Background: an optimization exercise with open tools, aiming at small area, a short achievable clock period and few clock cycles. Do not read the settings as production practice.
No run shown here included a check of the RTL's function; only the layout flow was run.

==> flow/design.v, too long to show whole: its modules and the start of the top module <==
// module lz4crc: 815 lines
module lz4crc (
    input  wire        clk,
    input  wire        rst,             
    input  wire        cmd_valid,
    output wire        cmd_ready,
    input  wire [7:0]  cmd_op,
    input  wire [31:0] cmd_src,
    input  wire [31:0] cmd_len,
    input  wire [31:0] cmd_dst,
    input  wire [31:0] cmd_cap,
    output reg         done,
    output reg  [7:0]  status,
    output reg  [31:0] result,
    output wire        mem_req,
    output wire        mem_we,
    output wire [29:0] mem_addr,
    output wire [3:0]  mem_wstrb,
    output wire [31:0] mem_wdata,
    input  wire        mem_gnt,
    input  wire        mem_rvalid,
    input  wire [31:0] mem_rdata
);
  // ...
==> flow/run.sh <==
#!/bin/bash
# synth_recipe.tcl (not shown) runs the flow's synth.tcl, then flattens the netlist and writes it again
# the make line also repeats each setting of config.mk as NAME=value (left out here)
make -C /OpenROAD-flow-scripts/flow DESIGN_CONFIG=/design/flow/config.mk WORK_HOME=/design/flow/orfs CLKGATE_MAP_FILE= SYNTH_SCRIPT=/design/flow/synth_recipe.tcl finish
==> flow/config.mk <==
export PLATFORM = sky130hd
export DESIGN_NAME = lz4crc
export DESIGN_NICKNAME = lz4crc
export VERILOG_FILES = /design/flow/design.v
export SDC_FILE = /design/flow/constraint.sdc
export NUM_CORES = 4
export LEC_CHECK = 0
export CAP_MARGIN = 20
export CORE_MARGIN = 2
export CORE_UTILIZATION = 40
export SETUP_SLACK_MARGIN = 2.5
export SLEW_MARGIN = 20
==> flow/constraint.sdc <==
create_clock -name core_clock -period 8.0 [get_ports {clk}]
set_input_delay 1.6000 -clock core_clock [delete_from_list [all_inputs] [get_ports {clk}]]
set_output_delay 1.6000 -clock core_clock [all_outputs]
set_load 0.01 [all_outputs]
==> tab_implementation.tex, run 1 <==
\begin{tabular}{lr}
\hline
Metric & Value \\
\hline
\multicolumn{2}{l}{\textbf{Layout}} \\
Flip-flop and latch area & 0.0120 sq mm \\
Sequential cells & 419 \\
Design Area, Final & 0.0511 sq mm \\
Combined area of the multi-input logic cells & 0.0296 sq mm \\
Clock network contribution to total cell area & 3.74\% \\
Post-route core utilization & 48.5\% \\
Share of final-layout standard cells stronger than drive strength 1 & 13.2\% \\
\multicolumn{2}{l}{\textbf{Timing}} \\
Min cycle time layout & 5.67 ns \\
Post-route clock period utilization & 70.9\% \\
\multicolumn{2}{l}{\textbf{Critical path}} \\
Count of cell instances traversed by the critical path & 24 \\
Arrival time at the worst endpoint & 6.12 ns \\
Slack of the worst reg-to-reg path & 2.33 ns \\
Slowest cell on the critical path & mux4\_2 \\
\multicolumn{2}{l}{\textbf{Floorplan}} \\
Die width & 330 um \\
\multicolumn{2}{l}{\textbf{Synth}} \\
Netlist Area Pre-Place & 0.0425 sq mm \\
Number of warning messages in the yosys log & 1 \\
Post-synthesis share of cell area spent on xor and xnor gates & 11.8\% \\
\multicolumn{2}{l}{\textbf{CTS}} \\
Clk slew on worst S/H paths & 0.07 ns \\
Post-cts hold buffer count & 0 \\
CTS resizes & 227 \\
\multicolumn{2}{l}{\textbf{Route}} \\
Highest layer used for signal routing & met5 \\
Remaining DRCs & 0 \\
Met1 wire length & 76800 um \\
Drt wl/cell & 27.9 um \\
\multicolumn{2}{l}{\textbf{Place}} \\
Setup slack at placement & 0.839 ns \\
DP Cell Count & 6460 \\
\multicolumn{2}{l}{\textbf{Status}} \\
Status & finished clean \\
\multicolumn{2}{l}{\textbf{Min path}} \\
Capture endpoint of the worst hold path & result[2]\$\_SDFFE\_PP0P\_ \\
\multicolumn{2}{l}{\textbf{Flow run}} \\
Total of max-cap violations & 0 \\
\hline
\end{tabular}
==> run 2, diff against run 1 <==
--- a/flow/config.mk
+++ b/flow/config.mk
@@ -8,5 +8,5 @@
 export CAP_MARGIN = 20
 export CORE_MARGIN = 2
 export CORE_UTILIZATION = 40
-export SETUP_SLACK_MARGIN = 2.5
+export SETUP_SLACK_MARGIN = 2.0
 export SLEW_MARGIN = 20
==> run 2 against run 1 <==
Net effect:
- fmax is 5.0% lower
- via count is 1.1% lower
- highest routed layer unchanged
- core utilization is 1.3 points lower
- largest cell class unchanged
==> tab_implementation.tex, run 2 <==
\begin{tabular}{lr}
\hline
Metric & Value \\
\hline
\multicolumn{2}{l}{\textbf{Synth}} \\
Leading area contributor after synthesis & edfxtp\_1 (unchanged) \\
Cells taking the most area after synthesis & edfxtp\_1 26\%, ha\_1 8.6\%, xnor2\_1 7.3\% (unchanged) \\
EDFF count, synth & 364 (unchanged) \\
Synthesized-area fraction occupied by ao, oa, aoi and oai cells & 21.3\% (unchanged) \\
FF+latch count, synth & 419 (unchanged) \\
Async set-reset flop share out of synthesis & 0\% (unchanged) \\
Share of synthesized cell area in and, or, nand and nor gates & 17.5\% (unchanged) \\
Multiplexer share of the synthesized area & 6.81\% (unchanged) \\
Top\_reg\_cell synth & edfxtp\_1 (unchanged) \\
Sequential area share after synthesis & 28.3\% (unchanged) \\
Post-synthesis share of cell area spent on xor and xnor gates & 11.8\% (unchanged) \\
Netlist Area Pre-Place & 0.0425 sq mm (unchanged) \\
Post-Synthesis Cells & 4966 (unchanged) \\
Number of warning messages in the yosys log & 1 (unchanged) \\
Adder and majority cell fraction of the synthesized area & 9.05\% (unchanged) \\
Main combinational cell family by area after synthesis & compound AO/OA/AOI/OAI gates (unchanged) \\
Share of the synthesized area in the top cell type & 25.7\% (unchanged) \\
Post-synthesis area per instance & 8.55 sq um (unchanged) \\
List of most frequent post-synthesis cells & 581 x nand2\_1, 390 x o21ai\_0, 373 x a21oi\_1, 364 x edfxtp\_1, 355 x xnor2\_1 (unchanged) \\
Synth cell types & 119 (unchanged) \\
Synthesized net count & 5440 (unchanged) \\
Most frequent cell after synthesis & nand2\_1 (unchanged) \\
\multicolumn{2}{l}{\textbf{Timing}} \\
Min cycle time layout & 5.97 ns (was 5.67 ns) \\
Worst-Margin Slew & 1.17 ns (was 1.23 ns) \\
Final Setup Violations & 0 (unchanged) \\
Final clock skew & 0.0695 ns (was 0.0572 ns) \\
Setup Total Neg Slack & 0 ns (unchanged) \\
Unrepaired setup endpoints after global routing & yes (unchanged) \\
Fmax & 0.168 GHz (was 0.176 GHz) \\
Final Worst Setup Slack & 2.03 ns (was 2.33 ns) \\
Post-route clock period utilization & 74.6\% (was 70.9\%) \\
Final count of pins violating max slew & 0 (unchanged) \\
Relative slew slack & 21.4\% (was 17.4\%) \\
Final hold viol count & 0 (unchanged) \\
\multicolumn{2}{l}{\textbf{Place}} \\
Placement-stage cell area & 0.0467 sq mm (was 0.0466 sq mm) \\
Placer's final routability congestion estimate & 1.02 (was 0.993) \\
\# port buffers & 282 (unchanged) \\
Hpwl dp & 143000 um (was 141000 um) \\
Setup slack at placement & 1.08 ns (was 0.839 ns) \\
\multicolumn{2}{l}{\textbf{Critical path}} \\
Critical-path cell list & buf\_8, clkinvlp\_4, ha\_2, inv\_1, ha\_1, nand2b\_1, a21o\_1, a221oi\_2, nor3\_2, o21a\_2, nand2\_8, inv\_8, buf\_12, mux2i\_4, inv\_1, clkdlybuf4s50\_1 (was buf\_6, buf\_12, buf\_16, mux4\_2, mux2i\_4, inv\_2, o32a\_1, nor3b\_4, and3\_4, a41oi\_2, or3\_1, o211ai\_1, ha\_1, and3\_4, and4\_4, and3\_4, o311ai\_4, a31oi\_4, a21oi\_2, o31a\_1, o21a\_1, xnor2\_2, nor2\_1, a221o\_1) \\
Critical setup path kind & reg2out (was reg2reg) \\
Worst Reg-to-Reg Cells & 25 (was 24) \\
Critical-path maximum fanout & 22 (was 5) \\
Critical Path Sink Type & output port (was register) \\
CP Launch Type & register (unchanged) \\
Largest stage delay on the critical path & 0.56 ns (about the same) \\
Most prevalent standard cell on the critical path & inv\_1 (was and3\_4) \\
Endpoint of the worst-slack reg-to-reg timing path & rq[28]\$\_DFFE\_PN\_ (unchanged) \\
Data required time at the worst endpoint & 6.40 ns (was 8.45 ns) \\
Worst R2R Start & pos[0]\$\_DFFE\_PN\_ (unchanged) \\
Slack of the worst reg-to-reg path & 2.08 ns (was 2.33 ns) \\
Slowest cell on the critical path & clkdlybuf4s50\_1 (was mux4\_2) \\
Arrival time at the worst endpoint & 4.37 ns (was 6.12 ns) \\
\multicolumn{2}{l}{\textbf{GRT}} \\
First-pass GRT wire length & 265000 um (was 269000 um) \\
GRT Residual Overflow & 0 (unchanged) \\
Global routing usage summed across all routing layers & 32.9\% (was 33.2\%) \\
Number of global-route vias before repair & 38607 (was 39158) \\
Maximum number of pins on one net before global-route repair & 97 (was 116) \\
Antenna violations before repair & 1 (was 3) \\
\multicolumn{2}{l}{\textbf{CTS}} \\
CTS sink count & 419 (unchanged) \\
CTS HTree Levels & 2 (unchanged) \\
CTS root buf & clkbuf\_16 (unchanged) \\
Worst-skew pair later-pin latency & 0.71 ns (was 0.69 ns) \\
Clock tree from TritonCTS & done (unchanged) \\
Maximum buffer depth of the clock tree & 3 (unchanged) \\
Clk slew on worst S/H paths & 0.06 ns (was 0.07 ns) \\
TritonCTS buffer count & 54 (unchanged) \\
\multicolumn{2}{l}{\textbf{Layout}} \\
Area growth from synthesis to layout & 17.0\% (was 20.2\%) \\
Post-route core utilization & 47.2\% (was 48.5\%) \\
Final nets & 5689 (was 5734) \\
Leading cell type in the layout, fill and taps excluded & nand2\_1 (unchanged) \\
Share of final-layout standard cells stronger than drive strength 1 & 9.97\% (was 13.2\%) \\
Design Area, Final & 0.0497 sq mm (was 0.0511 sq mm) \\
Leading cell types in the layout, fill and taps excluded & 577 x nand2\_1, 383 x o21ai\_0, 364 x edfxtp\_1 (was 566 x nand2\_1, 374 x o21ai\_0, 364 x edfxtp\_1) \\
Flip-flop count of the largest register after layout & 33 (unchanged) \\
Most flops, register & acc (unchanged) \\
Antenna diodes & 0 (was 1) \\
\multicolumn{2}{l}{\textbf{Floorplan}} \\
Full die area & 0.109 sq mm (unchanged) \\
Num rows & 119 (unchanged) \\
Core area & 0.105 sq mm (unchanged) \\
Die Y & 330 um (unchanged) \\
I/O pin cnt & 283 (unchanged) \\
Die width & 330 um (unchanged) \\
Starting utilization of the core area & 40.4\% (unchanged) \\
\multicolumn{2}{l}{\textbf{Route}} \\
Number of vias per cell & 6.22 (was 6.24) \\
Count of routing violations after the opening detailed-route iteration & 4738 (was 4823) \\
Final antenna-violating net count & 0 (unchanged) \\
Count of vias placed by the detailed router & 41328 (was 41790) \\
Drt wl/cell & 27.8 um (was 27.9 um) \\
Number of detailed-route iterations in the first pass & 8 (was 6) \\
Final WL & 185000 um (was 187000 um) \\
Remaining DRCs & 0 (unchanged) \\
\multicolumn{2}{l}{\textbf{Status}} \\
Status & finished clean (unchanged) \\
\multicolumn{2}{l}{\textbf{Min path}} \\
Worst min path class & reg2reg (unchanged) \\
Hold path cells & 1 (unchanged) \\
Critical hold path startpoint & status[3]\$\_SDFFE\_PP0P\_ (was result[2]\$\_SDFFE\_PP0P\_) \\
Capture endpoint of the worst hold path & status[3]\$\_SDFFE\_PP0P\_ (was result[2]\$\_SDFFE\_PP0P\_) \\
\multicolumn{2}{l}{\textbf{Flow run}} \\
Total of max-cap violations & 0 (unchanged) \\
\hline
\end{tabular}
## run 2: how the worst max path moves through the flow
stage | start | endpoint | slack (ns) | depth (start not counted)
3_5_place_dp | pos[0]$_DFFE_PN_ | rq[28]$_DFFE_PN_ | 1.08 | 22
6_report | wp[1]$_DFFE_PN_ | mem_addr[5] | 2.03 | 16
4_1_cts | wp[1]$_DFFE_PN_ | mem_wstrb[2] | 1.85 | 15
5_1_grt | wp[1]$_DFFE_PN_ | sge4$_DFFE_PN_ | 1.95 | 24
3_3_place_gp | pos[0]$_DFFE_PN_ | rq[28]$_DFFE_PN_ | 1.25 | 22
2_1_floorplan | rst | opos[0]$_DFFE_PP_ | 2.36 | 4
## run 2: per-stage QoR
stage,hold slack [ns],std cells
after global routing,0.474,6649
after detailed placement,0.443,6479
after floorplan,0.493,4966
final,0.460,6649
after global placement,0.443,6478
after CTS,0.461,6611
## run 2: repair_timing
action | CTS | global route
setup buffers | 29 | 37
cloned | 4 | 1
pin swaps | 11 | 25
gates resized for setup | 61 | 78
endpoints found under the setup margin | 133 | 131
hold buffers | 0 | 0
## run 2: cells by family (layout without fill, tap and decap cells)
family                   count (synthesis)  count (layout)
flip-flops                             419             419
buffers and inverters                  514             805
AO/OA/AOI/OAI                         1416            1417
XOR/XNOR                               521             521
adder cells (fa/ha/maj)                302             302
multiplexers                           236             236
AND/OR/NAND/NOR                       1558            1558
## run 2: area by class of cell
cell class / instances / area, sq um
Inverter: 248 / 958
Sequential cell: 419 / 12000
Tap cell: 1391 / 1740
Multi-Input combinational cell: 4034 / 28800
Timing Repair Buffer: 458 / 4400
Clock buffer: 72 / 1530
Clock inverter: 27 / 220
Fill cell: 10236 / 55600
## run 2: per-layer routing
metal / up-vias / GRT usage, % / wire [um]
met4: 2 / 16.7 / 10900
met2: 2249 / 50.8 / 80700
met1: 19872 / 44.1 / 76300
met5: - / 0 / 18
li1: 18730 / - / -
met3: 475 / 5.78 / 17200
## run 2: worst max-delay path, delay by kind of cell (launching register included)
kind / cells / cell delay [ns]
flip-flops: 1 / 0.36
AO/OA/AOI/OAI: 3 / 0.78
multiplexers: 1 / 0.20
AND/OR/NAND/NOR: 3 / 0.34
buffers and inverters: 7 / 1.34
adder cells (fa/ha/maj): 2 / 0.62

-- static timing again, ports no longer ideal --
The results above use ideal ports. As a check the final layouts listed here were re-extracted and re-timed, cells and wires unchanged.
Step 1 (the two cells are an assumption about what drives the block):
set clk [get_ports {clk}]
set_driving_cell -lib_cell sky130_fd_sc_hd__clkbuf_16 $clk
set_driving_cell -lib_cell sky130_fd_sc_hd__buf_2 [delete_from_list [all_inputs] $clk]
Step 2 times the ports against the registers' clock, not the clock port: input delays grow and output delays shrink by t, the midpoint of the rising clock arrivals with the driver on.
a / b / c = ideal / step 1 / step 2; a / b = the first two.
| run | t (ns) | setup WS [ns] | worst hold slack (ns) | slew at the worst register clock pin (ns) |
|---|---|---|---|---|
| run 1 | 0.740 | 2.327 / 2.327 / 2.327 | 0.462 / 0.462 / 0.462 | 0.07 / 0.07 |
| run 2 | 0.742 | 2.030 / 1.959 / 2.081 | 0.460 / 0.460 / 0.460 | 0.07 / 0.07 |
After both steps every run listed still meets setup and hold.
